Source: an optimization exercise on an open RTL-to-GDS flow (aim: small area, a short achievable clock period and few clock cycles). Production flows keep margins and buffers that such runs may drop.
No run shown here included a check of the RTL's function; only the layout flow was run.
No activity file was given, so power comes from the tool's default toggle rates.

$ cat design/flow/run.sh
#!/bin/bash
# synth_recipe.tcl (not shown) runs the flow's synth.tcl, then flattens the netlist and writes it again
# the make line also repeats each setting of config.mk as NAME=value (left out here)
make -C /OpenROAD-flow-scripts/flow DESIGN_CONFIG=/design/flow/config.mk WORK_HOME=/design/flow/orfs CLKGATE_MAP_FILE= SYNTH_SCRIPT=/design/flow/synth_recipe.tcl finish
$ cat design/flow/config.mk
export PLATFORM = sky130hd
export DESIGN_NAME = tsd_core
export DESIGN_NICKNAME = tsd_core
export VERILOG_FILES = /design/flow/design.v
export SDC_FILE = /design/flow/constraint.sdc
export NUM_CORES = 4
export LEC_CHECK = 0
export CAP_MARGIN = 20
export CORE_MARGIN = 2
export CORE_UTILIZATION = 40
export SETUP_SLACK_MARGIN = 5
export SLEW_MARGIN = 20
$ cat design/flow/constraint.sdc
create_clock -name core_clock -period 12.0 [get_ports {clk}]
set_input_delay 2.4000 -clock core_clock [delete_from_list [all_inputs] [get_ports {clk}]]
set_output_delay 2.4000 -clock core_clock [all_outputs]
set_load 0.01 [all_outputs]
$ cat design/flow/design.v
module tsd_core #(
    parameter MEM_LIMIT = 32,           
    parameter INIT_CAPACITY = 4         
) (
    input  wire        clk,
    input  wire        rst,             
    input  wire        cmd_valid,
    output wire        cmd_ready,
    input  wire [31:0] cmd_data,
    output wire        rsp_valid,
    input  wire        rsp_ready,
    output wire [31:0] rsp_data,
    output wire        rsp_last,
    output wire        halted,
    output wire [31:0] halt_word
);
    localparam [7:0] OP_FPUSH  = 8'h10, OP_FPUSHN = 8'h11, OP_FPOP   = 8'h12,
                     OP_FPOPU  = 8'h13, OP_FPULL  = 8'h14, OP_FPULLU = 8'h15,
                     OP_FFIND  = 8'h16, OP_FNORM  = 8'h17, OP_FSIZE  = 8'h18,
                     OP_FCAP   = 8'h19, OP_FEMPTY = 8'h1A,
                     OP_CRC8   = 8'h20, OP_MKRD   = 8'h21, OP_MKWR   = 8'h22,
                     OP_PARSE  = 8'h23;
    localparam [1:0] F_ALLOC = 2'd1, F_ILLEGAL = 2'd2, F_BADUNIT = 2'd3;
    localparam [2:0] K_CODE  = 3'd0,    
                     K_C8    = 3'd1,    
                     K_MKRD  = 3'd2,    
                     K_MKWR  = 3'd3,    
                     K_PARSE = 3'd4,    
                     K_PULL  = 3'd5,    
                     K_PULLU = 3'd6;    
    function [7:0] crc8_byte(input [7:0] crc_in, input [7:0] b_in);
        integer k;
        reg [7:0] c, b;
        begin
            c = crc_in;
            b = b_in;
            for (k = 0; k < 8; k = k + 1) begin
                if (c[7] ^ b[0])
                    c = {c[6:0], 1'b0} ^ 8'h07;
                else
                    c = {c[6:0], 1'b0};
                b = b >> 1;
            end
            crc8_byte = c;
        end
    endfunction
    function [4:0] first_one(input [31:0] v);
        integer k;
        begin
            first_one = 5'd0;
            for (k = 31; k >= 0; k = k - 1)
                if (v[k]) first_one = k[4:0];
        end
    endfunction
    reg        r_v;
    reg [31:0] r_d;
    reg        r_ill;       
    reg        r_zero;      
    reg        r_bad;       
    reg        r_badunit;   
    reg        r_fnorm;
    reg        r_z24, r_z16, r_z8;
    reg [31:0] r_eq;        
    wire [7:0]  i_opc  = cmd_data[31:24];
    wire [7:0]  i_unit = cmd_data[23:16];
    wire [15:0] i_imm  = cmd_data[15:0];
    reg        i_known;
    reg [31:0] i_mask;
    reg        i_zero;
    always @(*) begin
        i_known = 1'b1;
        i_mask  = 32'hFFFFFFFF;
        i_zero  = 1'b0;
        case (i_opc)
            OP_FPUSH:  i_mask = 32'hFF00FFFF;
            OP_FPUSHN: begin i_mask = 32'hFF000000; i_zero = (i_imm == 16'd0); end
            OP_FPOP:   begin i_mask = 32'hFF000000; i_zero = 1'b1; end
            OP_FPOPU:  i_mask = 32'hFF00FFFF;
            OP_FPULL:  begin i_mask = 32'hFF000000; i_zero = 1'b1; end
            OP_FPULLU: i_mask = 32'hFF007FFF;
            OP_FFIND:  i_mask = 32'hFF00FFFF;
            OP_FNORM:  begin i_mask = 32'hFF00FFFF; i_zero = 1'b1; end
            OP_FSIZE:  begin i_mask = 32'hFF00FFFF; i_zero = 1'b1; end
            OP_FCAP:   begin i_mask = 32'hFF00FFFF; i_zero = 1'b1; end
            OP_FEMPTY: begin i_mask = 32'hFF00FFFF; i_zero = 1'b1; end
            OP_CRC8:   begin i_mask = 32'hFFFF0000; i_zero = (i_imm == 16'd0); end
            OP_MKRD:   begin i_mask = 32'hFFFF0080; i_zero = 1'b1; end
            OP_MKWR:   i_mask = 32'hFFFF0080;
            OP_PARSE:  i_mask = 32'hFFFFFFFF;
            default:   i_known = 1'b0;
        endcase
    end
    wire i_mismatch = (cmd_data[23:0] & i_mask[23:0]) != 24'd0;
    wire i_crcbad   = (i_opc == OP_CRC8) && (i_imm == 16'd0 || i_imm[15:8] != 8'd0);
    wire i_unitbad  = (i_opc[7:4] == 4'h1) && (i_unit != 8'd0);
    reg [31:0] mem [0:31];              
    reg [4:0]  ph, pt;                  
    reg [5:0]  sz;                      
    reg [5:0]  lt;                      
    reg [5:0]  cap;                     
    wire       cap_hi = cap[5] || (cap[4] && cap[3] && cap[2]);    
    wire [31:0] th_ph = (32'd1 << ph) - 32'd1;           
    wire [31:0] th_pt = (32'd1 << pt) - 32'd1;           
    wire [31:0] live  = (sz == 6'd0)  ? 32'd0 :
                        (ph < pt)     ? (~th_ph & th_pt) : (~th_ph | th_pt);
    wire [31:0] i_eq;
    genvar gi;
    generate
        for (gi = 0; gi < 32; gi = gi + 1) begin : g_eq
            assign i_eq[gi] = live[gi] && (mem[gi] == cmd_data);
        end
    endgenerate
    reg        st_ops;                  
    reg [7:0]  c_opc, c_unit;           
    reg        c_rbit;                  
    reg [14:0] c_devreg;                
    reg [1:0]  c_nmod;                  
    reg [15:0] ops_left;
    reg        ops_one;                 
    reg        ops_two;                 
    reg [1:0]  pend_fault;
    reg        realloc;
    reg [7:0]  crc_acc;
    reg [7:0]  crc_rem;                 
    reg        fault_wait;              
    reg        halt_r;
    reg [1:0]  fcode;
    reg [31:0] bp;                      
    reg        bp_busy;
    localparam WD = 2, WB = 1;
    reg        w_val  [0:WD-1];
    reg        w_fail [0:WD-1];
    reg        w_more [0:WD-1];
    reg [2:0]  w_kind [0:WD-1];
    reg [14:0] w_q    [0:WD-1];
    reg [7:0]  w_c    [0:WD-1];
    reg [WB-1:0] w_head, w_tail;
    reg [2:0]  w_cnt;
    reg        w_full;
    reg [2:0]  a_kind;
    reg [14:0] a_q;                     
    reg [7:0]  a_c;
    reg        a_more, a_w1, a_w2;
    reg        ob_v, ob_last;
    reg [31:0] ob;
    reg        danger;                  
    wire [7:0]  h_opc  = r_d[31:24];
    wire [15:0] h_imm  = r_d[15:0];
    reg         c_push, c_crc, c_mkwr, c_parse, c_ffind, c_fpopu, c_fpullu;
    wire        r_last  = st_ops ? ops_one : r_zero;
    reg  [5:0]  cap_div5;
    always @(*) begin
        case (cap)
        6'd5, 6'd6, 6'd7, 6'd8, 6'd9:      cap_div5 = 6'd1;
        6'd10, 6'd11, 6'd12, 6'd13, 6'd14: cap_div5 = 6'd2;
        6'd15, 6'd16, 6'd17, 6'd18, 6'd19: cap_div5 = 6'd3;
        6'd20, 6'd21, 6'd22, 6'd23, 6'd24: cap_div5 = 6'd4;
        6'd25, 6'd26, 6'd27, 6'd28, 6'd29: cap_div5 = 6'd5;
        6'd30, 6'd31, 6'd32:               cap_div5 = 6'd6;
        default:                           cap_div5 = 6'd0;
        endcase
    end
    wire        lh_zero  = (lt == sz);
    wire        norm_cmp;     
    wire        norm_fail = !lh_zero && !norm_cmp && (cap >= 6'd28);
    wire        pad_bad = (c_nmod == 2'd1 && !r_z24) || (c_nmod == 2'd2 && !r_z16) ||
                          (c_nmod == 2'd3 && !r_z8);
    wire        r_fault_last = st_ops ? (ops_one && (pend_fault != 2'd0 || (c_crc && pad_bad)))
                                      : (r_ill || (r_zero && r_bad) || (r_fnorm && norm_fail));
    wire        r_fault_rdy  = st_ops ? (ops_one && (pend_fault != 2'd0 || (c_crc && pad_bad)))
                                      : (r_ill || (r_zero && r_bad) || (r_fnorm && cap_hi));
    wire        stall = (w_full && r_last) ||
                        (st_ops && c_push && pend_fault == 2'd0 && danger) ||
                        (st_ops && pend_fault == 2'd0 && bp_busy &&
                         (c_mkwr || (c_parse && ops_two)));
    assign cmd_ready = !fault_wait && !(r_v && (stall || r_fault_rdy));
    wire        eng = r_v && !stall && !fault_wait;     
    wire [5:0]  h_n6    = (h_opc == OP_FPUSH) ? 6'd1 : h_imm[5:0];
    wire        h_nbig  = (h_opc != OP_FPUSH) && (h_imm[15:6] != 10'd0);
    wire [5:0]  tail_rm = cap - lt;
    wire [8:0]  room5   = {1'b0, cap, 2'b00} - ({3'b000, sz} + {1'b0, sz, 2'b00});   
    wire [8:0]  n5      = {3'b000, h_n6} + {1'b0, h_n6, 2'b00};
    wire        push_tail    = !h_nbig && (h_n6 <= tail_rm);
    wire        push_compact = !h_nbig && !room5[8] && (n5 < room5);
    wire [5:0]  cap_left = 6'd32 - cap;
    wire        grow_bad = h_nbig || cap_hi || (h_n6 > cap_left);
    wire [5:0]  cap_n    = cap + h_n6;
    wire [5:0]  cap_norm = cap + cap_div5;
    wire [5:0]  grow_cap = (h_n6 > cap_div5) ? cap_n : cap_norm;
    wire [5:0]  live_n   = sz + h_n6;
    wire [5:0]  lt_app   = lt + h_n6;
    assign      norm_cmp = !room5[8] && (room5 != 9'd0);
    wire [31:0] ge_ph  = ~th_ph;
    wire [63:0] s_vec  = {r_eq, r_eq & ge_ph};
    reg  [5:0]  s_idx;
    integer si;
    always @(*) begin
        s_idx = 6'd0;
        for (si = 63; si >= 0; si = si - 1)
            if (s_vec[si]) s_idx = si[5:0];
    end
    wire [4:0]  s_pos  = s_idx[4:0];
    wire [5:0]  s_offx = s_idx - {1'b0, ph};
    wire [4:0]  s_off  = s_offx[4:0];
    wire        s_hit  = |r_eq;
    wire [5:0]  s_k    = {1'b0, s_off} + 6'd1;
    wire [4:0]  s_szn  = pt - s_pos - 5'd1;      
    wire        mk_hdr = !st_ops && (h_opc == OP_MKRD || h_opc == OP_MKWR);
    wire [7:0]  f_in   = mk_hdr ? 8'h6F : (st_ops ? crc_acc : 8'h00);    
    wire [7:0]  f_b0   = mk_hdr ? 8'h00 : r_d[31:24];
    wire [7:0]  f_b1   = mk_hdr ? 8'h00 : r_d[23:16];
    wire [7:0]  f_b2   = r_d[15:8];
    wire [7:0]  f_b3   = mk_hdr ? {r_d[6:0], h_opc == OP_MKWR} : r_d[7:0];
    wire [7:0]  f_1    = crc8_byte(f_in, f_b0);
    wire [7:0]  f_2    = crc8_byte(f_1, f_b1);
    wire [7:0]  f_3    = crc8_byte(f_2, f_b2);
    wire [7:0]  f_4    = crc8_byte(f_3, f_b3);
    wire [7:0]  crc_w  = (crc_rem >= 8'd4) ? f_4 :
                         (crc_rem == 8'd3) ? f_3 :
                         (crc_rem == 8'd2) ? f_2 :
                         (crc_rem == 8'd1) ? f_1 : crc_acc;
    reg        nd_v, nd_fail, nd_more;
    reg [2:0]  nd_kind;
    reg [14:0] nd_q;
    reg [7:0]  nd_c;
    always @(*) begin
        nd_v    = 1'b0;
        nd_fail = 1'b0;
        nd_kind = K_CODE;
        nd_q    = 15'd0;
        nd_c    = 8'd0;
        nd_more = 1'b1;
        if (eng && !r_fault_last) begin
            if (!st_ops) begin
                case (h_opc)
                OP_FPUSH, OP_FPUSHN: if (h_n6 == 6'd0 && !h_nbig) begin
                    nd_v = 1'b1; nd_kind = K_C8;
                end
                OP_FPOP: begin
                    nd_v = 1'b1; nd_fail = ({10'd0, sz} < h_imm); nd_more = 1'b0;
                end
                OP_FPULL: begin
                    nd_v = 1'b1;
                    if ({9'd0, sz} < {1'b0, h_imm[14:0]}) begin nd_fail = 1'b1; nd_more = 1'b0; end
                    else begin nd_kind = K_PULL; nd_q = {4'd0, ph, h_imm[5:0]}; nd_more = (h_imm[5:0] != 6'd0); end
                end
                OP_FNORM: begin
                    nd_v = 1'b1; nd_kind = K_C8;
                    nd_c = {7'd0, !lh_zero && !norm_cmp};
                end
                OP_FSIZE:  begin nd_v = 1'b1; nd_kind = K_C8; nd_c = {2'd0, sz}; end
                OP_FCAP:   begin nd_v = 1'b1; nd_kind = K_C8; nd_c = {2'd0, cap}; end
                OP_FEMPTY: begin nd_v = 1'b1; nd_kind = K_C8; nd_c = {7'd0, sz == 6'd0}; end
                OP_MKRD:   begin nd_v = 1'b1; nd_kind = K_MKRD; nd_q = {r_d[15:8], r_d[6:0]}; nd_c = f_4; end
                default: ;
                endcase
            end else if (ops_one && pend_fault == 2'd0) begin
                if (c_push) begin
                    nd_v = 1'b1; nd_kind = K_C8; nd_c = {7'd0, realloc};
                end else if (c_crc) begin
                    nd_v = 1'b1; nd_kind = K_C8; nd_c = crc_w;
                end else if (c_mkwr) begin
                    nd_v = 1'b1; nd_kind = K_MKWR; nd_q = c_devreg; nd_c = f_4;
                end else if (c_parse) begin
                    nd_v = 1'b1; nd_kind = K_PARSE; nd_c = {7'd0, f_3 == r_d[7:0]};
                end else if (c_ffind) begin
                    nd_v = 1'b1; nd_kind = K_C8; nd_c = {2'd0, s_hit ? {1'b0, s_off} : sz};
                end else if (c_fpopu) begin
                    nd_v = 1'b1; nd_fail = !s_hit; nd_more = 1'b0;
                end else begin                                 
                    nd_v = 1'b1;
                    if (!s_hit) begin nd_fail = 1'b1; nd_more = 1'b0; end
                    else begin nd_kind = K_PULLU; nd_q = {4'd0, ph, s_k}; nd_c = {2'd0, s_k}; end
                end
            end
        end
    end
    wire        adv     = !ob_v || rsp_ready;
    wire        from_w  = adv && !a_more && w_val[w_head];
    wire        l_fail = w_fail[w_head];
    wire [2:0]  l_kind = w_kind[w_head];
    wire [14:0] l_q    = w_q[w_head];
    wire [7:0]  l_c    = w_c[w_head];
    wire        l_w1   = (l_kind != K_CODE) && (l_kind != K_PULL);
    wire        l_more = w_more[w_head];
    wire [4:0]  a_ptr = a_q[10:6];
    wire [5:0]  a_cnt = a_q[5:0];
    reg  [31:0] a_word;
    reg         a_wlast;
    always @(*) begin
        if (a_w1) begin
            case (a_kind)
            K_MKRD:  a_word = {8'h50, a_q, 1'b0, a_c};
            K_MKWR:  a_word = {8'h50, a_q, 1'b1, bp[31:24]};
            default: a_word = {24'd0, a_c};
            endcase
            a_wlast = (a_kind == K_C8) || (a_kind == K_MKRD);
        end else if (a_w2) begin
            a_word  = (a_kind == K_MKWR) ? {bp[23:0], a_c} : bp;
            a_wlast = 1'b1;
        end else begin
            a_word  = mem[a_ptr];
            a_wlast = (a_cnt == 6'd1);
        end
    end
    function in_region(input [4:0] x, input [4:0] p, input [5:0] n);
        reg [4:0] d;
        begin
            d = x - p;
            in_region = {1'b0, d} < n;
        end
    endfunction
    wire [4:0] pt1 = pt + 5'd1;
    reg danger_next;
    integer di;
    always @(*) begin
        danger_next = a_more && (a_kind == K_PULL || a_kind == K_PULLU) &&
                      (in_region(pt, a_ptr, a_cnt) || in_region(pt1, a_ptr, a_cnt));
        for (di = 0; di < WD; di = di + 1)
            if (w_val[di] && (w_kind[di] == K_PULL || w_kind[di] == K_PULLU) &&
                (in_region(pt, w_q[di][10:6], w_q[di][5:0]) || in_region(pt1, w_q[di][10:6], w_q[di][5:0])))
                danger_next = 1'b1;
    end
    assign rsp_valid = ob_v;
    assign rsp_data  = ob;
    assign rsp_last  = ob_last;
    assign halted    = halt_r;
    assign halt_word = {halt_r ? 8'hEE : 8'h00,
                        halt_r ? c_opc : 8'h00,
                        halt_r ? c_unit : 8'h00,
                        6'd0, fcode};
    always @(posedge clk) begin
        if (nd_v) begin
            w_fail[w_tail] <= nd_fail;
            w_more[w_tail] <= nd_more;
            w_kind[w_tail] <= nd_kind;
            w_q[w_tail]    <= nd_q;
            w_c[w_tail]    <= nd_c;
        end
    end
    wire mem_we = eng && st_ops && c_push && pend_fault == 2'd0;
    always @(posedge clk) begin
        if (mem_we) mem[pt] <= r_d;
    end
    always @(posedge clk) begin
        if (rst) begin
            r_v <= 1'b0;
        end else if (cmd_ready) begin
            r_v <= cmd_valid;
        end else if (eng) begin
            r_v <= 1'b0;
        end
        if (cmd_ready && cmd_valid) begin
            r_d       <= cmd_data;
            r_ill     <= !i_known || i_opc[7];
            r_zero    <= i_zero;
            r_bad     <= i_mismatch || i_crcbad || i_unitbad;
            r_badunit <= !i_mismatch && !i_crcbad;
            r_fnorm   <= (i_opc == OP_FNORM);
            r_z24     <= (cmd_data[23:0] == 24'd0);
            r_z16     <= (cmd_data[15:0] == 16'd0);
            r_z8      <= (cmd_data[7:0] == 8'd0);
            r_eq      <= i_eq;
        end
    end
    always @(posedge clk) begin
        if (eng) begin
            if (!st_ops) begin
                c_opc    <= h_opc;
                c_push   <= (h_opc == OP_FPUSH) || (h_opc == OP_FPUSHN);
                c_crc    <= (h_opc == OP_CRC8);
                c_mkwr   <= (h_opc == OP_MKWR);
                c_parse  <= (h_opc == OP_PARSE);
                c_ffind  <= (h_opc == OP_FFIND);
                c_fpopu  <= (h_opc == OP_FPOPU);
                c_fpullu <= (h_opc == OP_FPULLU);
                c_unit   <= r_d[23:16];
                c_rbit   <= h_imm[15];
                c_devreg <= {r_d[15:8], r_d[6:0]};
                c_nmod   <= h_imm[1:0];
                realloc  <= !push_tail && !push_compact;
                crc_acc  <= (h_opc == OP_MKWR) ? f_4 : 8'd0;
                crc_rem  <= (h_opc == OP_CRC8) ? (h_imm[7:0] - 8'd1) : 8'd4;
                pend_fault <= r_bad ? (r_badunit ? F_BADUNIT : F_ILLEGAL) :
                              (((h_opc == OP_FPUSH) || (h_opc == OP_FPUSHN)) && !push_tail && !push_compact && grow_bad) ? F_ALLOC :
                              2'd0;
                case (h_opc)
                OP_FPUSHN: ops_left <= h_imm;
                OP_CRC8:   ops_left <= {2'b00, h_imm[15:2]} + {15'd0, h_imm[1:0] != 2'd0};
                OP_PARSE:  ops_left <= 16'd2;
                default:   ops_left <= 16'd1;
                endcase
                ops_one <= (h_opc == OP_FPUSHN) ? (h_imm == 16'd1) :
                           (h_opc == OP_CRC8)   ? (h_imm[15:2] == 14'd0 || h_imm == 16'd4) :
                           (h_opc != OP_PARSE);
                ops_two <= (h_opc == OP_FPUSHN) ? (h_imm == 16'd2) :
                           (h_opc == OP_CRC8)   ? (h_imm[15:3] == 13'd0 && h_imm[2]) || h_imm == 16'd8 :
                           (h_opc == OP_PARSE);
            end else begin
                ops_left <= ops_left - 16'd1;
                ops_one  <= ops_two;
                ops_two  <= (ops_left == 16'd3);
                if (c_crc || c_mkwr || c_parse) begin
                    crc_acc <= (c_parse && ops_one) ? f_3 : crc_w;
                    crc_rem <= (crc_rem >= 8'd4) ? crc_rem - 8'd4 : 8'd0;
                end
                if (pend_fault == 2'd0) begin
                    if (c_mkwr) bp <= r_d;
                    if (c_parse) begin
                        if (ops_two) bp[31:24] <= r_d[7:0];
                        else         bp[23:0]  <= r_d[31:8];
                    end
                end
            end
        end
    end
    wire hdr_ok = eng && !st_ops && !r_ill && !r_bad;    
    always @(posedge clk) begin
        if (rst) begin
            st_ops     <= 1'b0;
            ph         <= 5'd0;
            pt         <= 5'd0;
            sz         <= 6'd0;
            lt         <= 6'd0;
            cap        <= INIT_CAPACITY[5:0];
            fault_wait <= 1'b0;
            halt_r     <= 1'b0;
            fcode      <= 2'd0;
            bp_busy    <= 1'b0;
        end else begin
            if (fault_wait && !ob_v && !a_more && w_cnt == 3'd0)
                halt_r <= 1'b1;
            if (eng && !st_ops) begin
                if (!r_ill && !r_zero) st_ops <= 1'b1;
                if (r_ill) begin
                    fault_wait <= 1'b1; fcode <= F_ILLEGAL;
                end else if (r_bad && r_zero) begin
                    fault_wait <= 1'b1; fcode <= r_badunit ? F_BADUNIT : F_ILLEGAL;
                end else if (!r_bad && r_fnorm && norm_fail) begin
                    fault_wait <= 1'b1; fcode <= F_ALLOC;
                end
            end
            if (hdr_ok) begin
                case (h_opc)
                OP_FPUSH, OP_FPUSHN: begin
                    if (h_n6 != 6'd0 && !h_nbig) begin
                        if (push_tail)
                            lt <= lt_app;
                        else if (push_compact)
                            lt <= live_n;
                        else if (!grow_bad) begin
                            cap <= grow_cap;
                            lt  <= live_n;
                        end
                    end
                end
                OP_FPOP: if (!nd_fail) begin
                    ph <= ph + h_imm[4:0];
                    sz <= sz - h_imm[5:0];
                end
                OP_FPULL: if (!nd_fail && h_imm[15]) begin
                    ph <= ph + h_imm[4:0];
                    sz <= sz - h_imm[5:0];
                end
                OP_FNORM: if (!lh_zero) begin
                    lt <= sz;
                    if (!norm_cmp) cap <= cap_norm;
                end
                default: ;
                endcase
            end
            if (eng && st_ops) begin
                if (ops_one) st_ops <= 1'b0;
                if (pend_fault == 2'd0) begin
                    if (c_push) begin
                        pt <= pt + 5'd1;
                        sz <= sz + 6'd1;
                    end
                    if (c_mkwr || (c_parse && ops_two)) bp_busy <= 1'b1;
                    if (ops_one && (c_fpopu || (c_fpullu && c_rbit)) && s_hit) begin
                        ph <= s_pos + 5'd1;
                        sz <= {1'b0, s_szn};
                    end
                end
                if (ops_one && r_fault_last) begin
                    fault_wait <= 1'b1;
                    fcode      <= (pend_fault != 2'd0) ? pend_fault : F_ILLEGAL;
                end
            end
            if (adv && a_more && !a_w1 && a_w2)
                bp_busy <= 1'b0;
        end
    end
    always @(posedge clk) begin
        if (rst) begin
            w_tail <= {WB{1'b0}};
            w_head <= {WB{1'b0}};
            w_cnt  <= 3'd0;
            w_full <= 1'b0;
            for (di = 0; di < WD; di = di + 1) w_val[di] <= 1'b0;
            ob_v   <= 1'b0;
            ob_last <= 1'b0;
            a_more <= 1'b0;
            a_w1   <= 1'b0;
            a_w2   <= 1'b0;
            danger <= 1'b0;
        end else begin
            danger <= danger_next;
            if (nd_v) begin
                w_val[w_tail] <= 1'b1;
                w_tail        <= (w_tail == WD - 1) ? {WB{1'b0}} : w_tail + 1'b1;
            end
            if (from_w) begin
                w_val[w_head] <= 1'b0;
                w_head        <= (w_head == WD - 1) ? {WB{1'b0}} : w_head + 1'b1;
            end
            w_full <= (w_cnt + {2'b0, nd_v} - {2'b0, from_w}) == WD;
            w_cnt  <= w_cnt + {2'b0, nd_v} - {2'b0, from_w};
            if (adv) begin
                if (a_more) begin
                    ob      <= a_word;
                    ob_last <= a_wlast;
                    ob_v    <= 1'b1;
                    if (a_w1) begin
                        a_w1   <= 1'b0;
                        a_more <= !a_wlast;
                    end else if (a_w2) begin
                        a_w2   <= 1'b0;
                        a_more <= 1'b0;
                    end else begin
                        a_q[10:6] <= a_ptr + 5'd1;
                        a_q[5:0]  <= a_cnt - 6'd1;
                        a_more    <= !a_wlast;
                    end
                end else if (from_w) begin
                    ob      <= {31'd0, l_fail};
                    ob_last <= !l_more;
                    ob_v    <= 1'b1;
                    a_kind  <= l_kind;
                    a_q     <= l_q;
                    a_c     <= l_c;
                    a_more  <= l_more;
                    a_w1    <= l_w1;
                    a_w2    <= (l_kind == K_MKWR) || (l_kind == K_PARSE);
                end else begin
                    ob_v    <= 1'b0;
                end
            end
        end
    end
endmodule
==> results of run 1 <==
-- worst reg2reg max path, stage by stage, from the launching register on --
cell and delay, ps:
edfxtp_1 350, buf_4 360, or4b_2 830, or3_1 500, nor3_4 260, nor2_1 230
ha_1 310, fa_1 460, a21o_1 170, a21oi_1 240, xor2_1 190, ha_1 260
and4_1 210, o211ai_1 100, a21oi_1 60, nand4b_1 240, o22ai_1 260, o21ai_2 160
and2_2 290, o21ai_0 420, o21ai_0 150, a311o_1 400, o32ai_1 110
-- area by class of cell --
type | count | area [µm²] | area share [%]
diodes | 10 | 25.0 | 0.0288
clock buffers | 186 | 3930 | 4.52
clock inverters | 97 | 1020 | 1.18
inverters | 148 | 558 | 0.642
multi-input cells | 4066 | 34800 | 40.1
flip-flops and latches | 1375 | 40700 | 46.8
well taps | 2526 | 3160 | 3.63
repair buffers | 290 | 2700 | 3.10
-- metal layers --
layer	vias to the layer above	wire (µm)	global-route usage (%)
met2	4001	136000	45.7
li1	22600	-	-
met5	-	109	0
met1	28500	121000	42.4
met3	712	39300	8.46
met4	14	19500	16.7
-- cells in the final DEF, fill, tap and decap left out, drive strengths merged, types with 18 or more instances in the layout --
| cell type | n |
|---|---|
| a211oi | 54 |
| a21oi | 187 |
| o31ai | 21 |
| buf | 228 |
| a21o | 54 |
| o22ai | 24 |
| fa | 20 |
| mux4 | 320 |
| mux2 | 43 |
| xnor2 | 769 |
| edfxtp | 1317 |
| nor2b | 51 |
| nor3 | 59 |
| and3 | 20 |
| o21ai | 228 |
| a31oi | 36 |
| nand3 | 96 |
| dfxtp | 58 |
| clkbuf | 186 |
| clkinv | 82 |
| nand4 | 198 |
| nand2b | 26 |
| nor4 | 179 |
| ha | 154 |
| inv | 149 |
| o211ai | 20 |
| xor2 | 503 |
| a221oi | 18 |
| and2 | 33 |
| clkdlybuf4s50 | 62 |
| mux2i | 68 |
| nor2 | 261 |
| nand2 | 344 |
-- flip-flops by register name, summed over array words and instances, names as in the netlist, 3 cells and up, named ones only --
name,count
sz,6
w_c,16
pt,5
r_d,32
a_q,15
cap_div5,3
w_q,30
ops_left,16
crc_acc,8
w_kind,6
c_unit,8
r_eq,32
cap,6
ph,5
c_devreg,14
lt,6
ob,32
a_kind,3
w_cnt,3
bp,32
c_opc,8
crc_rem,8
mem,1024
a_c,8
-- path summary, 6_finish.rpt --
| path | slack (ps) | to | cells after the start |
|---|---|---|---|
| max | 5360 | cap_div5[0]$_SDFF_PP0_ | 22 |
| min | 500 | lt[2]$_SDFFE_PP0P_ | 2 |
| max reg2reg | 5360 | cap_div5[0]$_SDFF_PP0_ | 22 |
| min reg2reg | 500 | lt[2]$_SDFFE_PP0P_ | 2 |
-- power by group --
part	leakage, µW	switching, µW	internal (µW)
clock	0.00238	2110	2610
sequential	0.0126	65.6	5340
combinational	0.0135	1350	663
-- stage by stage --
step / setup slack (ps) / hold slack (ps)
finish: 5360 / 500
global route: 4940 / 514
CTS: 5030 / 497
detailed placement: 4530 / 490
global placement: 4570 / 478
floorplan: 5600 / 424
-- what timing repair did --
action / 4_1_cts / 5_1_grt
pin swaps: 0 / 2
buffers inserted: 0 / 3
endpoints found under the setup margin: 3 / 7
gates resized for setup: 3 / 4
gates cloned: 0 / 0
-- cell families (layout without fill, tap and decap cells) --
| kind of cell | after synthesis | count (layout) | synth area share (%) |
|---|---|---|---|
| flops | 1375 | 1375 | 52.7 |
| simple gates | 1340 | 1340 | 8.83 |
| xor+xnor | 1284 | 1284 | 14.9 |
| compound gates | 813 | 813 | 6.78 |
| buf+inv | 543 | 721 | 2.74 |
| mux | 431 | 431 | 10.8 |
| fa+ha+maj | 190 | 190 | 3.22 |
| other cells | 1 | 18 | 0.00485 |
==> results.txt, run 1 <==
status=no timing/DRC/antenna violations; min-delay src=lt[2]$_SDFFE_PP0P_; dpl cells=8385; Post-synth EDFFs=approximately 1300; final setup vio count=0; Layout area overhead=12.5%; clk sinks=about 1400; slew margin rel.=about 16%; CTS tree=done; Vias=approximately 56000; Core Area=between 150000 and 200000 µm²; Yosys top cell area share=between 50% and 60%; DIE AREA=a little under 200000 µm²; GPL Wtd Cong=1.02; Die H=444 µm; antenna violations before repair=27; Clock Skews=between 60 and 70 ps; CP max-delay cell=or4b_2; Worst EP required=12730 ps; Cell Chain, Critical Path=buf_4, or4b_2, or3_1, nor3_4, nor2_1, ha_1, fa_1, a21o_1, a21oi_1, xor2_1, ha_1, and4_1, o211ai_1, a21oi_1, nand4b_1, o22ai_1, o21ai_2, and2_2, o21ai_0, o21ai_0, a311o_1, o32ai_1; largest net degree at the start of global routing=about 110; FP Rows=roughly 160; Post-route DRC=0; final std cell area, no fill=87000 µm²; max cap viols=0; first-pass GRT wire length=about 430 mm; CP max FO=between 40 and 50; Max H-tree Level=4; Synth cell types=100; Reg2Reg Launch Point=r_d[31]$_DFFE_PP_; Mapped Cells=approximately 6000; final clock period utilization by the worst path=between 50% and 60%; Root Buffer=clkbuf_16; DP HPWL=approximately 220 mm; initial core utilization=40.2%; GR Util All Layers=a little under a third; min Tclk post-route=approximately 6600 ps; max incr delay on CP=just over 800 ps; Tightest Hold Check Type=reg -> reg; drt pass-1 iters=7; share of layout cells above drive strength 1=between 10% and 20%; CP bufs+invs=1; slew of the pin with the lowest slew margin=between 1000 and 1500 ps; final antenna-violating net count=0; cell area after synthesis=~77000 µm²; Leak=approximately 0.028 µW; count leader, synth=edfxtp_1; critical path class=reg -> reg; DRT iter0 DRCs=~9300; Synth Area per Inst=~13 µm²; grt ovf=0; # nets final=about 6200; max frequency=roughly 150 MHz; Slew Viols, Final=0; CTS buffer count=approximately 150; vias in the first global route=52800; fin util=a little under half; Buffers on Ports=95; Total Wirelength=roughly 320 mm; most frequent cells after synthesis=1317 x edfxtp_1, 765 x xnor2_1, 496 x xor2_1, 344 x nand2_1, 320 x mux4_2; Synth area leader=edfxtp_1; endpoints failing hold=0; Post-synth ARST share=0%; Setup crit end kind=register; Clock Latency Late Sink=around 860 ps; Top delay family on crit path=simple AND/OR/NAND/NOR gates; hold_buf cts=0; vias per cell=between 6 and 7; clock slew at reported path FFs=approximately 70 ps; crit path launch type=register; Post-DP Area=just over 80000 µm²; yosys warns=1; wire per inst=approximately 36 µm; fillcell total=between 15000 and 20000; PwrDens=140 nW/µm²; TNS Setup=0 ps; Finished Layout Cells=approximately 8700; start point of the critical path=r_d[31]$_DFFE_PP_; I/O Pins=roughly 100; register area share after synthesis=52.7%; Synth area leaders=edfxtp_1 51%, mux4_2 9.3%, xnor2_1 8.7%; unrepaired setup endpoints after global routing=true; prevailing post-synth register cell=edfxtp_1; CTS max path bufs=3; critical path arrival=roughly 7400 ps; total chip power=around 12000 µW; die width=approximately 440 µm; VDD IR max=0.283 mV; Seq cells post-synth=1375
==> run 2: changes to the inputs <==
--- a/design/flow/design.v
+++ b/design/flow/design.v
@@ -27,7 +27,8 @@
                      K_MKWR  = 3'd3,    
                      K_PARSE = 3'd4,    
                      K_PULL  = 3'd5,    
-                     K_PULLU = 3'd6;    
+                     K_PULLU = 3'd6,    
+                     K_FIND  = 3'd7;    
     function [7:0] crc8_byte(input [7:0] crc_in, input [7:0] b_in);
         integer k;
         reg [7:0] c, b;
@@ -59,7 +60,9 @@
     reg        r_bad;       
     reg        r_badunit;   
     reg        r_fnorm;
-    reg        r_z24, r_z16, r_z8;
+    reg        r_padbad;    
+    reg        r_hblk;      
+    reg        r_nbig;      
     reg [31:0] r_eq;        
     wire [7:0]  i_opc  = cmd_data[31:24];
     wire [7:0]  i_unit = cmd_data[23:16];
@@ -93,6 +96,8 @@
     wire i_mismatch = (cmd_data[23:0] & i_mask[23:0]) != 24'd0;
     wire i_crcbad   = (i_opc == OP_CRC8) && (i_imm == 16'd0 || i_imm[15:8] != 8'd0);
     wire i_unitbad  = (i_opc[7:4] == 4'h1) && (i_unit != 8'd0);
+    wire [5:0] i_n6 = (i_opc == OP_FPUSH) ? 6'd1 : i_imm[5:0];
+    wire [1:0] i_nmod = st_ops ? c_nmod : r_d[1:0];
     reg [31:0] mem [0:31];              
     reg [4:0]  ph, pt;                  
     reg [5:0]  sz;                      
@@ -125,9 +130,10 @@
     reg        fault_wait;              
     reg        halt_r;
     reg [1:0]  fcode;
-    reg [31:0] bp;                      
-    reg        bp_busy;
-    localparam WD = 2, WB = 1;
+    reg [31:0] bp [0:1];                
+    reg        bp_busy [0:1];
+    reg        bp_wsel, bp_rsel;        
+    localparam WD = 4, WB = 2;
     reg        w_val  [0:WD-1];
     reg        w_fail [0:WD-1];
     reg        w_more [0:WD-1];
@@ -147,49 +153,53 @@
     wire [7:0]  h_opc  = r_d[31:24];
     wire [15:0] h_imm  = r_d[15:0];
     reg         c_push, c_crc, c_mkwr, c_parse, c_ffind, c_fpopu, c_fpullu;
+    reg         k_pushnf, k_bpnf, k_fault;    
     wire        r_last  = st_ops ? ops_one : r_zero;
-    reg  [5:0]  cap_div5;
-    always @(*) begin
-        case (cap)
-        6'd5, 6'd6, 6'd7, 6'd8, 6'd9:      cap_div5 = 6'd1;
-        6'd10, 6'd11, 6'd12, 6'd13, 6'd14: cap_div5 = 6'd2;
-        6'd15, 6'd16, 6'd17, 6'd18, 6'd19: cap_div5 = 6'd3;
-        6'd20, 6'd21, 6'd22, 6'd23, 6'd24: cap_div5 = 6'd4;
-        6'd25, 6'd26, 6'd27, 6'd28, 6'd29: cap_div5 = 6'd5;
-        6'd30, 6'd31, 6'd32:               cap_div5 = 6'd6;
-        default:                           cap_div5 = 6'd0;
-        endcase
-    end
+    wire [5:0]  cap_div5, cap_cl;
+    assign cap_div5[0] = (cap == 6'd5) || (cap == 6'd6) || (cap == 6'd7) || (cap == 6'd8) || (cap == 6'd9) || (cap == 6'd15) || (cap == 6'd16) || (cap == 6'd17) || (cap == 6'd18) || (cap == 6'd19) || (cap == 6'd25) || (cap == 6'd26) || (cap == 6'd27) || (cap == 6'd28) || (cap == 6'd29);
+    assign cap_div5[1] = (cap == 6'd10) || (cap == 6'd11) || (cap == 6'd12) || (cap == 6'd13) || (cap == 6'd14) || (cap == 6'd15) || (cap == 6'd16) || (cap == 6'd17) || (cap == 6'd18) || (cap == 6'd19) || (cap == 6'd30) || (cap == 6'd31) || (cap == 6'd32);
+    assign cap_div5[2] = (cap == 6'd20) || (cap == 6'd21) || (cap == 6'd22) || (cap == 6'd23) || (cap == 6'd24) || (cap == 6'd25) || (cap == 6'd26) || (cap == 6'd27) || (cap == 6'd28) || (cap == 6'd29) || (cap == 6'd30) || (cap == 6'd31) || (cap == 6'd32);
+    assign cap_div5[3] = 1'b0;
+    assign cap_div5[4] = 1'b0;
+    assign cap_div5[5] = 1'b0;
+    assign cap_cl[0] = (cap == 6'd4) || (cap == 6'd5) || (cap == 6'd7) || (cap == 6'd9) || (cap == 6'd10) || (cap == 6'd12) || (cap == 6'd14) || (cap == 6'd15) || (cap == 6'd17) || (cap == 6'd19) || (cap == 6'd20) || (cap == 6'd22) || (cap == 6'd24) || (cap == 6'd25) || (cap == 6'd27) || (cap == 6'd29) || (cap == 6'd30) || (cap == 6'd32);
+    assign cap_cl[1] = (cap == 6'd4) || (cap == 6'd5) || (cap == 6'd8) || (cap == 6'd9) || (cap == 6'd10) || (cap == 6'd13) || (cap == 6'd14) || (cap == 6'd15) || (cap == 6'd18) || (cap == 6'd19) || (cap == 6'd20) || (cap == 6'd23) || (cap == 6'd24) || (cap == 6'd25) || (cap == 6'd28) || (cap == 6'd29) || (cap == 6'd30);
+    assign cap_cl[2] = (cap == 6'd6) || (cap == 6'd7) || (cap == 6'd8) || (cap == 6'd9) || (cap == 6'd10) || (cap == 6'd16) || (cap == 6'd17) || (cap == 6'd18) || (cap == 6'd19) || (cap == 6'd20) || (cap == 6'd26) || (cap == 6'd27) || (cap == 6'd28) || (cap == 6'd29) || (cap == 6'd30);
+    assign cap_cl[3] = (cap == 6'd11) || (cap == 6'd12) || (cap == 6'd13) || (cap == 6'd14) || (cap == 6'd15) || (cap == 6'd16) || (cap == 6'd17) || (cap == 6'd18) || (cap == 6'd19) || (cap == 6'd20) || (cap == 6'd31) || (cap == 6'd32);
+    assign cap_cl[4] = (cap == 6'd21) || (cap == 6'd22) || (cap == 6'd23) || (cap == 6'd24) || (cap == 6'd25) || (cap == 6'd26) || (cap == 6'd27) || (cap == 6'd28) || (cap == 6'd29) || (cap == 6'd30) || (cap == 6'd31) || (cap == 6'd32);
+    assign cap_cl[5] = 1'b0;
     wire        lh_zero  = (lt == sz);
     wire        norm_cmp;     
-    wire        norm_fail = !lh_zero && !norm_cmp && (cap >= 6'd28);
-    wire        pad_bad = (c_nmod == 2'd1 && !r_z24) || (c_nmod == 2'd2 && !r_z16) ||
-                          (c_nmod == 2'd3 && !r_z8);
+    wire        norm_fail = !lh_zero && !norm_cmp && cap_hi;
+    wire        pad_bad = r_padbad;
     wire        r_fault_last = st_ops ? (ops_one && (pend_fault != 2'd0 || (c_crc && pad_bad)))
                                       : (r_ill || (r_zero && r_bad) || (r_fnorm && norm_fail));
-    wire        r_fault_rdy  = st_ops ? (ops_one && (pend_fault != 2'd0 || (c_crc && pad_bad)))
-                                      : (r_ill || (r_zero && r_bad) || (r_fnorm && cap_hi));
-    wire        stall = (w_full && r_last) ||
-                        (st_ops && c_push && pend_fault == 2'd0 && danger) ||
-                        (st_ops && pend_fault == 2'd0 && bp_busy &&
-                         (c_mkwr || (c_parse && ops_two)));
-    assign cmd_ready = !fault_wait && !(r_v && (stall || r_fault_rdy));
+    wire        bp_wbusy = bp_busy[bp_wsel];
+    wire        stall = st_ops ? ((ops_one && w_full) || (k_pushnf && danger) ||
+                                  (k_bpnf && bp_wbusy && (c_mkwr || ops_two)))
+                               : (r_zero && w_full);
+    wire        blk   = st_ops ? ((ops_one && (w_full || k_fault || (c_crc && pad_bad))) ||
+                                  (k_pushnf && danger) ||
+                                  (k_bpnf && bp_wbusy && (c_mkwr || ops_two)))
+                               : (r_hblk || (r_zero && w_full) || (r_fnorm && cap_hi));
+    assign cmd_ready = !fault_wait && !(r_v && blk);
     wire        eng = r_v && !stall && !fault_wait;     
     wire [5:0]  h_n6    = (h_opc == OP_FPUSH) ? 6'd1 : h_imm[5:0];
-    wire        h_nbig  = (h_opc != OP_FPUSH) && (h_imm[15:6] != 10'd0);
+    wire        h_nbig  = r_nbig;
     wire [5:0]  tail_rm = cap - lt;
-    wire [8:0]  room5   = {1'b0, cap, 2'b00} - ({3'b000, sz} + {1'b0, sz, 2'b00});   
-    wire [8:0]  n5      = {3'b000, h_n6} + {1'b0, h_n6, 2'b00};
+    wire [6:0]  live_n7 = {1'b0, sz} + {1'b0, h_n6};
     wire        push_tail    = !h_nbig && (h_n6 <= tail_rm);
-    wire        push_compact = !h_nbig && !room5[8] && (n5 < room5);
+    wire        push_compact = !h_nbig && (live_n7 <= {1'b0, cap_cl});
     wire [5:0]  cap_left = 6'd32 - cap;
     wire        grow_bad = h_nbig || cap_hi || (h_n6 > cap_left);
     wire [5:0]  cap_n    = cap + h_n6;
     wire [5:0]  cap_norm = cap + cap_div5;
     wire [5:0]  grow_cap = (h_n6 > cap_div5) ? cap_n : cap_norm;
-    wire [5:0]  live_n   = sz + h_n6;
+    wire [5:0]  live_n   = live_n7[5:0];
+    wire        h_push   = (h_opc == OP_FPUSH) || (h_opc == OP_FPUSHN);
+    wire        push_alloc_bad = !push_tail && !push_compact && grow_bad;
     wire [5:0]  lt_app   = lt + h_n6;
-    assign      norm_cmp = !room5[8] && (room5 != 9'd0);
+    assign      norm_cmp = sz <= cap_cl;
     wire [31:0] ge_ph  = ~th_ph;
     wire [63:0] s_vec  = {r_eq, r_eq & ge_ph};
     reg  [5:0]  s_idx;
@@ -200,10 +210,7 @@
             if (s_vec[si]) s_idx = si[5:0];
     end
     wire [4:0]  s_pos  = s_idx[4:0];
-    wire [5:0]  s_offx = s_idx - {1'b0, ph};
-    wire [4:0]  s_off  = s_offx[4:0];
     wire        s_hit  = |r_eq;
-    wire [5:0]  s_k    = {1'b0, s_off} + 6'd1;
     wire [4:0]  s_szn  = pt - s_pos - 5'd1;      
     wire        mk_hdr = !st_ops && (h_opc == OP_MKRD || h_opc == OP_MKWR);
     wire [7:0]  f_in   = mk_hdr ? 8'h6F : (st_ops ? crc_acc : 8'h00);    
@@ -264,13 +271,14 @@
                 end else if (c_parse) begin
                     nd_v = 1'b1; nd_kind = K_PARSE; nd_c = {7'd0, f_3 == r_d[7:0]};
                 end else if (c_ffind) begin
-                    nd_v = 1'b1; nd_kind = K_C8; nd_c = {2'd0, s_hit ? {1'b0, s_off} : sz};
+                    nd_v = 1'b1; nd_kind = s_hit ? K_FIND : K_C8; nd_c = {2'd0, sz};
+                    nd_q = {4'd0, ph, 1'b0, s_pos};
                 end else if (c_fpopu) begin
                     nd_v = 1'b1; nd_fail = !s_hit; nd_more = 1'b0;
                 end else begin                                 
                     nd_v = 1'b1;
                     if (!s_hit) begin nd_fail = 1'b1; nd_more = 1'b0; end
-                    else begin nd_kind = K_PULLU; nd_q = {4'd0, ph, s_k}; nd_c = {2'd0, s_k}; end
+                    else begin nd_kind = K_PULLU; nd_q = {4'd0, ph, 1'b0, s_pos}; end
                 end
             end
         end
@@ -283,6 +291,8 @@
     wire [7:0]  l_c    = w_c[w_head];
     wire        l_w1   = (l_kind != K_CODE) && (l_kind != K_PULL);
     wire        l_more = w_more[w_head];
+    wire [4:0]  l_koff = l_q[4:0] - l_q[10:6];
+    wire [5:0]  l_kcnt = {1'b0, l_koff} + 6'd1;       
     wire [4:0]  a_ptr = a_q[10:6];
     wire [5:0]  a_cnt = a_q[5:0];
     reg  [31:0] a_word;
@@ -291,12 +301,14 @@
         if (a_w1) begin
             case (a_kind)
             K_MKRD:  a_word = {8'h50, a_q, 1'b0, a_c};
-            K_MKWR:  a_word = {8'h50, a_q, 1'b1, bp[31:24]};
+            K_MKWR:  a_word = {8'h50, a_q, 1'b1, bp[bp_rsel][31:24]};
+            K_PULLU: a_word = {26'd0, a_cnt};
+            K_FIND:  a_word = {27'd0, a_q[4:0] - a_q[10:6]};
             default: a_word = {24'd0, a_c};
             endcase
-            a_wlast = (a_kind == K_C8) || (a_kind == K_MKRD);
+            a_wlast = (a_kind == K_C8) || (a_kind == K_MKRD) || (a_kind == K_FIND);
         end else if (a_w2) begin
-            a_word  = (a_kind == K_MKWR) ? {bp[23:0], a_c} : bp;
+            a_word  = (a_kind == K_MKWR) ? {bp[bp_rsel][23:0], a_c} : bp[bp_rsel];
             a_wlast = 1'b1;
         end else begin
             a_word  = mem[a_ptr];
@@ -317,9 +329,13 @@
         danger_next = a_more && (a_kind == K_PULL || a_kind == K_PULLU) &&
                       (in_region(pt, a_ptr, a_cnt) || in_region(pt1, a_ptr, a_cnt));
         for (di = 0; di < WD; di = di + 1)
-            if (w_val[di] && (w_kind[di] == K_PULL || w_kind[di] == K_PULLU) &&
+            if (w_val[di] && (w_kind[di] == K_PULL) &&
                 (in_region(pt, w_q[di][10:6], w_q[di][5:0]) || in_region(pt1, w_q[di][10:6], w_q[di][5:0])))
                 danger_next = 1'b1;
+            else if (w_val[di] && (w_kind[di] == K_PULLU) &&
+                (((pt - w_q[di][10:6]) <= (w_q[di][4:0] - w_q[di][10:6])) ||
+                 ((pt1 - w_q[di][10:6]) <= (w_q[di][4:0] - w_q[di][10:6]))))
+                danger_next = 1'b1;
     end
     assign rsp_valid = ob_v;
     assign rsp_data  = ob;
@@ -338,7 +354,7 @@
             w_c[w_tail]    <= nd_c;
         end
     end
-    wire mem_we = eng && st_ops && c_push && pend_fault == 2'd0;
+    wire mem_we = eng && st_ops && k_pushnf;
     always @(posedge clk) begin
         if (mem_we) mem[pt] <= r_d;
     end
@@ -357,9 +373,11 @@
             r_bad     <= i_mismatch || i_crcbad || i_unitbad;
             r_badunit <= !i_mismatch && !i_crcbad;
             r_fnorm   <= (i_opc == OP_FNORM);
-            r_z24     <= (cmd_data[23:0] == 24'd0);
-            r_z16     <= (cmd_data[15:0] == 16'd0);
-            r_z8      <= (cmd_data[7:0] == 8'd0);
+            r_padbad  <= (i_nmod == 2'd1 && cmd_data[23:0] != 24'd0) ||
+                         (i_nmod == 2'd2 && cmd_data[15:0] != 16'd0) ||
+                         (i_nmod == 2'd3 && cmd_data[7:0] != 8'd0);
+            r_hblk    <= !i_known || i_opc[7] || (i_zero && (i_mismatch || i_crcbad || i_unitbad));
+            r_nbig    <= (i_opc != OP_FPUSH) && (i_imm[15:6] != 10'd0);
             r_eq      <= i_eq;
         end
     end
@@ -382,8 +400,10 @@
                 crc_acc  <= (h_opc == OP_MKWR) ? f_4 : 8'd0;
                 crc_rem  <= (h_opc == OP_CRC8) ? (h_imm[7:0] - 8'd1) : 8'd4;
                 pend_fault <= r_bad ? (r_badunit ? F_BADUNIT : F_ILLEGAL) :
-                              (((h_opc == OP_FPUSH) || (h_opc == OP_FPUSHN)) && !push_tail && !push_compact && grow_bad) ? F_ALLOC :
-                              2'd0;
+                              (h_push && push_alloc_bad) ? F_ALLOC : 2'd0;
+                k_fault  <= r_bad || (h_push && push_alloc_bad);
+                k_pushnf <= !r_bad && h_push && !push_alloc_bad;
+                k_bpnf   <= !r_bad && (h_opc == OP_MKWR || h_opc == OP_PARSE);
                 case (h_opc)
                 OP_FPUSHN: ops_left <= h_imm;
                 OP_CRC8:   ops_left <= {2'b00, h_imm[15:2]} + {15'd0, h_imm[1:0] != 2'd0};
@@ -405,10 +425,10 @@
                     crc_rem <= (crc_rem >= 8'd4) ? crc_rem - 8'd4 : 8'd0;
                 end
                 if (pend_fault == 2'd0) begin
-                    if (c_mkwr) bp <= r_d;
+                    if (c_mkwr) bp[bp_wsel] <= r_d;
                     if (c_parse) begin
-                        if (ops_two) bp[31:24] <= r_d[7:0];
-                        else         bp[23:0]  <= r_d[31:8];
+                        if (ops_two) bp[bp_wsel][31:24] <= r_d[7:0];
+                        else         bp[bp_wsel][23:0]  <= r_d[31:8];
                     end
                 end
             end
@@ -426,7 +446,10 @@
             fault_wait <= 1'b0;
             halt_r     <= 1'b0;
             fcode      <= 2'd0;
-            bp_busy    <= 1'b0;
+            bp_busy[0] <= 1'b0;
+            bp_busy[1] <= 1'b0;
+            bp_wsel    <= 1'b0;
+            bp_rsel    <= 1'b0;
         end else begin
             if (fault_wait && !ob_v && !a_more && w_cnt == 3'd0)
                 halt_r <= 1'b1;
@@ -476,7 +499,8 @@
                         pt <= pt + 5'd1;
                         sz <= sz + 6'd1;
                     end
-                    if (c_mkwr || (c_parse && ops_two)) bp_busy <= 1'b1;
+                    if (c_mkwr || (c_parse && ops_two)) bp_busy[bp_wsel] <= 1'b1;
+                    if (c_mkwr || (c_parse && ops_one)) bp_wsel <= !bp_wsel;
                     if (ops_one && (c_fpopu || (c_fpullu && c_rbit)) && s_hit) begin
                         ph <= s_pos + 5'd1;
                         sz <= {1'b0, s_szn};
@@ -487,8 +511,10 @@
                     fcode      <= (pend_fault != 2'd0) ? pend_fault : F_ILLEGAL;
                 end
             end
-            if (adv && a_more && !a_w1 && a_w2)
-                bp_busy <= 1'b0;
+            if (adv && a_more && !a_w1 && a_w2) begin
+                bp_busy[bp_rsel] <= 1'b0;
+                bp_rsel          <= !bp_rsel;
+            end
         end
     end
     always @(posedge clk) begin
@@ -537,7 +563,7 @@
                     ob_last <= !l_more;
                     ob_v    <= 1'b1;
                     a_kind  <= l_kind;
-                    a_q     <= l_q;
+                    a_q     <= (l_kind == K_PULLU) ? {l_q[14:6], l_kcnt} : l_q;
                     a_c     <= l_c;
                     a_more  <= l_more;
                     a_w1    <= l_w1;
==> design/flow/flow/run.sh (new file) <==
#!/bin/bash
set -euo pipefail
bash standard.sh SETUP_SLACK_MARGIN=8.5 finish > standard_flow.log 2>&1
==> design/flow/standard.sh (new file) <==
#!/bin/bash
# synth_recipe.tcl (not shown) runs the flow's synth.tcl, then flattens the netlist and writes it again
# the make line also repeats each setting of config.mk as NAME=value (left out here)
make -C /OpenROAD-flow-scripts/flow DESIGN_CONFIG=/design/flow/config.mk WORK_HOME=/design/flow/orfs CLKGATE_MAP_FILE= SYNTH_SCRIPT=/design/flow/synth_recipe.tcl "${@:-finish}"
--- a/design/flow/config.mk
+++ b/design/flow/config.mk
@@ -8,5 +8,4 @@
 export CAP_MARGIN = 20
 export CORE_MARGIN = 2
 export CORE_UTILIZATION = 40
-export SETUP_SLACK_MARGIN = 5
 export SLEW_MARGIN = 20
removed: design/flow/run.sh
==> run 2 against run 1 <==
Net effect: still clean on timing, DRC and antenna; die area up 8.2%; critical path depth down 16; core utilization up 7.0 points; sequential power up 7.8%; cell count up 16%; critical path type is now reg -> out; critical endpoint is now cmd_ready; largest power group unchanged; highest routed layer unchanged.
==> results.txt, run 2 <==
Slew Viols, Final=0 (unchanged); CP max FO=32 (was 42); Max H-tree Level=4 (unchanged); Root Buffer=clkbuf_16 (unchanged); cell area after synthesis=83700 µm² (was 77300 µm²); Cell Chain, Critical Path=buf_16, clkinvlp_4, buf_12, or3b_4, a31oi_4, buf_6 (was buf_4, or4b_2, or3_1, nor3_4, nor2_1, ha_1, fa_1, a21o_1, a21oi_1, xor2_1, ha_1, and4_1, o211ai_1, a21oi_1, nand4b_1, o22ai_1, o21ai_2, and2_2, o21ai_0, o21ai_0, a311o_1, o32ai_1); CTS tree=done (unchanged); Buffers on Ports=95 (unchanged); endpoints failing hold=0 (unchanged); slew margin rel.=11.8% (was 16.1%); Clock Latency Late Sink=870 ps (was 860 ps); # nets final=7457 (was 6243); peak-usage layer in the global routing report=met2 (unchanged); min-delay src=bp_busy[0]$_SDFF_PP0_ (was lt[2]$_SDFFE_PP0P_); yosys warns=1 (unchanged); CTS buffer count=161 (was 152); PwrDens=130 nW/µm² (was 140 nW/µm²); total chip power=14100 µW (was 12100 µW); CP max-delay cell=or3b_4 (was or4b_2); Synth area leaders=edfxtp_1 51%, mux4_2 10%, xnor2_1 8.5% (was edfxtp_1 51%, mux4_2 9.3%, xnor2_1 8.7%); Leak=0.0372 µW (was 0.0284 µW); DRT iter0 DRCs=10500 (was 9343); grt met2 use=50.2% (was 45.7%); FP Rows=167 (was 161); drt pass-1 iters=8 (was 7); Worst R2R End=sz[4]$_SDFF_PP0_ (was cap_div5[0]$_SDFF_PP0_); reg-to-reg slack, setup=7010 ps (was 5360 ps); largest net degree at the start of global routing=60 (was 105); DIE AREA=213000 µm² (was 197000 µm²); vias in the first global route=60500 (was 52800); Post-synth ARST share=0% (unchanged); max frequency=195 MHz (was 151 MHz); I/O Pins=104 (unchanged); dpl cells=9078 (was 8385); Setup crit end kind=output port (was register); status=no timing/DRC/antenna violations (unchanged); critical path arrival=2730 ps (was 7370 ps); GPL Wtd Cong=0.996 (was 1.02); Total Wirelength=380 mm (was 315 mm); most frequent cells in the layout=1410 x edfxtp_1, 610 x xnor2_1, 521 x buf_4 (was 1317 x edfxtp_1, 765 x xnor2_1, 496 x xor2_1); Tightest Hold Check Type=reg -> reg (unchanged); prevailing post-synth register cell=edfxtp_1 (unchanged); Yosys top cell area share=50.6% (was 51.2%); DP HPWL=236 mm (was 222 mm); Synth Area per Inst=13.1 µm² (was 12.9 µm²); max cap viols=0 (unchanged); unrepaired setup endpoints after global routing=true (unchanged); hold_buf cts=0 (unchanged); most common cell after layout, fill and taps aside=edfxtp_1 (unchanged); count leader, synth=edfxtp_1 (unchanged); Clock Skews=73.3 ps (was 64.1 ps); die width=461 µm (was 444 µm); Min-Delay Endpoint=bp_busy[0]$_SDFF_PP0_ (was lt[2]$_SDFFE_PP0P_); Reg with most FFs=mem (unchanged); crit path launch type=register (unchanged); CTS max path bufs=3 (unchanged); Reg2Reg Launch Point=ph[2]$_SDFF_PP0_ (was r_d[31]$_DFFE_PP_); slew of the pin with the lowest slew margin=1320 ps (was 1260 ps); most frequent cells after synthesis=1410 x edfxtp_1, 816 x xnor2_1, 480 x xor2_1, 373 x mux4_2, 350 x nor2_1 (was 1317 x edfxtp_1, 765 x xnor2_1, 496 x xor2_1, 344 x nand2_1, 320 x mux4_2); WHS=501 ps (was 500 ps); Layout area overhead=29.5% (was 12.5%); GR Util All Layers=34.1% (was 31.3%); Worst EP required=9600 ps (was 12730 ps); Finished Layout Cells=10100 (was 8698); vias per cell=6.42 (about the same); first-pass GRT wire length=500 mm (was 430 mm); Vias=64800 (was 55900); critical path class=reg -> out (was reg -> reg); register area share after synthesis=52.1% (was 52.7%); hold path cells=2 (unchanged); grt ovf=0 (unchanged); Seq cells post-synth=1475 (was 1375); Synth cell types=94 (was 100); Synth area leader=edfxtp_1 (unchanged); final setup vio count=0 (unchanged); max incr delay on CP=450 ps (was 810 ps); clock slew at reported path FFs=70 ps (about the same); met3 Use GR=9.91% (was 8.46%); antenna violations before repair=35 (was 27); Post-route DRC=0 (unchanged); final clock period utilization by the worst path=42.7% (was 55.4%); final antenna-violating net count=0 (unchanged); TNS Setup=0 ps (unchanged); Post-synth EDFFs=1410 (was 1317); fin util=52.3% (was 45.2%); CP bufs+invs=4 (was 1); Mapped Cells=6415 (was 5977); Core Area=207000 µm² (was 192000 µm²); M1 GR Usage=43.9% (was 42.4%); Die H=461 µm (was 444 µm); R2R depth=24 (was 22); Largest register FFs=1024 (unchanged); initial core utilization=40.3% (was 40.2%); top flop regs=mem (1024), bp (64), w_q (60); share of layout cells above drive strength 1=32.8% (was 14.8%); VDD IR max=0.208 mV (was 0.283 mV); clk sinks=1475 (was 1375); Top delay family on crit path=buffers and inverters (was simple AND/OR/NAND/NOR gates); min Tclk post-route=5130 ps (was 6640 ps); wire per inst=37.6 µm (was 36.2 µm)
run 2: area by class of cell:
type,count,area (µm²)
inverter,178,726
antenna,18,45.0
sequential,1475,43700
clock inverter,107,1220
multi-input combinational,4396,43500
clock buffer,192,4190
timing repair buffer,938,11600
tap,2788,3490
fill,17100,99000
run 2: worst min-delay path, delay by kind of cell (launching register included):
kind             cells  cell delay (ps)
and+or+nand+nor      2              150
DFF                  1              310
run 2: logic make-up after synthesis:
kind of cell             Yosys count  synth area share (%)
XOR/XNOR                        1324                  14.2
other                              1               0.00448
flip-flops                      1475                  52.1
AO/OA/AOI/OAI                    852                  6.32
buffers and inverters            570                  2.65
multiplexers                     499                  11.6
adder cells (fa/ha/maj)          288                  4.48
AND/OR/NAND/NOR                 1406                  8.56
run 2: repair_timing:
| action | 4_1_cts | 5_1_grt |
|---|---|---|
| gates cloned | 57 | 18 |
| setup buffers | 326 | 294 |
| resized for setup | 1032 | 436 |
| pin swaps | 201 | 220 |
| setup endpoints to repair | 1447 | 604 |
run 2: worst max path at each step:
stage,endpoint,start,cells after the start
6_report,cmd_ready,st_ops$_SDFF_PP0_,6
4_1_cts,cmd_ready,st_ops$_SDFF_PP0_,6
5_1_grt,sz[4]$_SDFF_PP0_,ph[2]$_SDFF_PP0_,25
2_1_floorplan,cap[4]$_SDFFE_PP0P_,r_d[31]$_DFFE_PP_,22
3_3_place_gp,w_full$_SDFF_PP0_,cap[5]$_SDFFE_PP0P_,26
3_5_place_dp,w_full$_SDFF_PP0_,cap[5]$_SDFFE_PP0P_,26
run 2: per-stage QoR:
stage          instance area, µm²  setup WS (ps)
2_1_floorplan               87100           7130
3_3_place_gp                89400           6150
3_5_place_dp                89800           6190
4_1_cts                    103000           7050
5_1_grt                    108000           6820
6_report                   108000           6870
run 2: where the power goes:
part,internal [µW],switching (µW),total [µW]
logic,1370,1720,3090
registers,5740,81.4,5820
clock network,2900,2290,5190
run 2: per-layer routing:
layer / wire length, µm / vias to the layer above
li1: - / 25700
met1: 133000 / 32400
met2: 160000 / 5376
met3: 52900 / 1296
met4: 33200 / 18
met5: 408 / -

[re-timing with driven ports]
In the flow no input, the clock included, has a driving cell. The finished layouts below were timed again as built, in two steps. Step 1 sets driving cells, clkbuf_16 on the clock port and buf_2 on the other inputs (assumed; they add their load-dependent delay and slew). Step 2 moves the port delays by t, midway between the first and last clock arrival at a register: inputs arrive t later, outputs are due t later. That takes back most of the time a late clock gives input paths. Slacks: ideal ports / drivers / drivers and shift; pairs: ideal ports / drivers.
run	shift t [ns]	setup slack, ns	worst data-port slew with drivers (ns)	pins driven straight from the clock port
run 1	0.921	5.357 / 5.357 / 5.357	0.04	1
run 2	0.927	6.874 / 6.778 / 7.014	0.22	1
After both steps setup and hold are still met in every run listed.
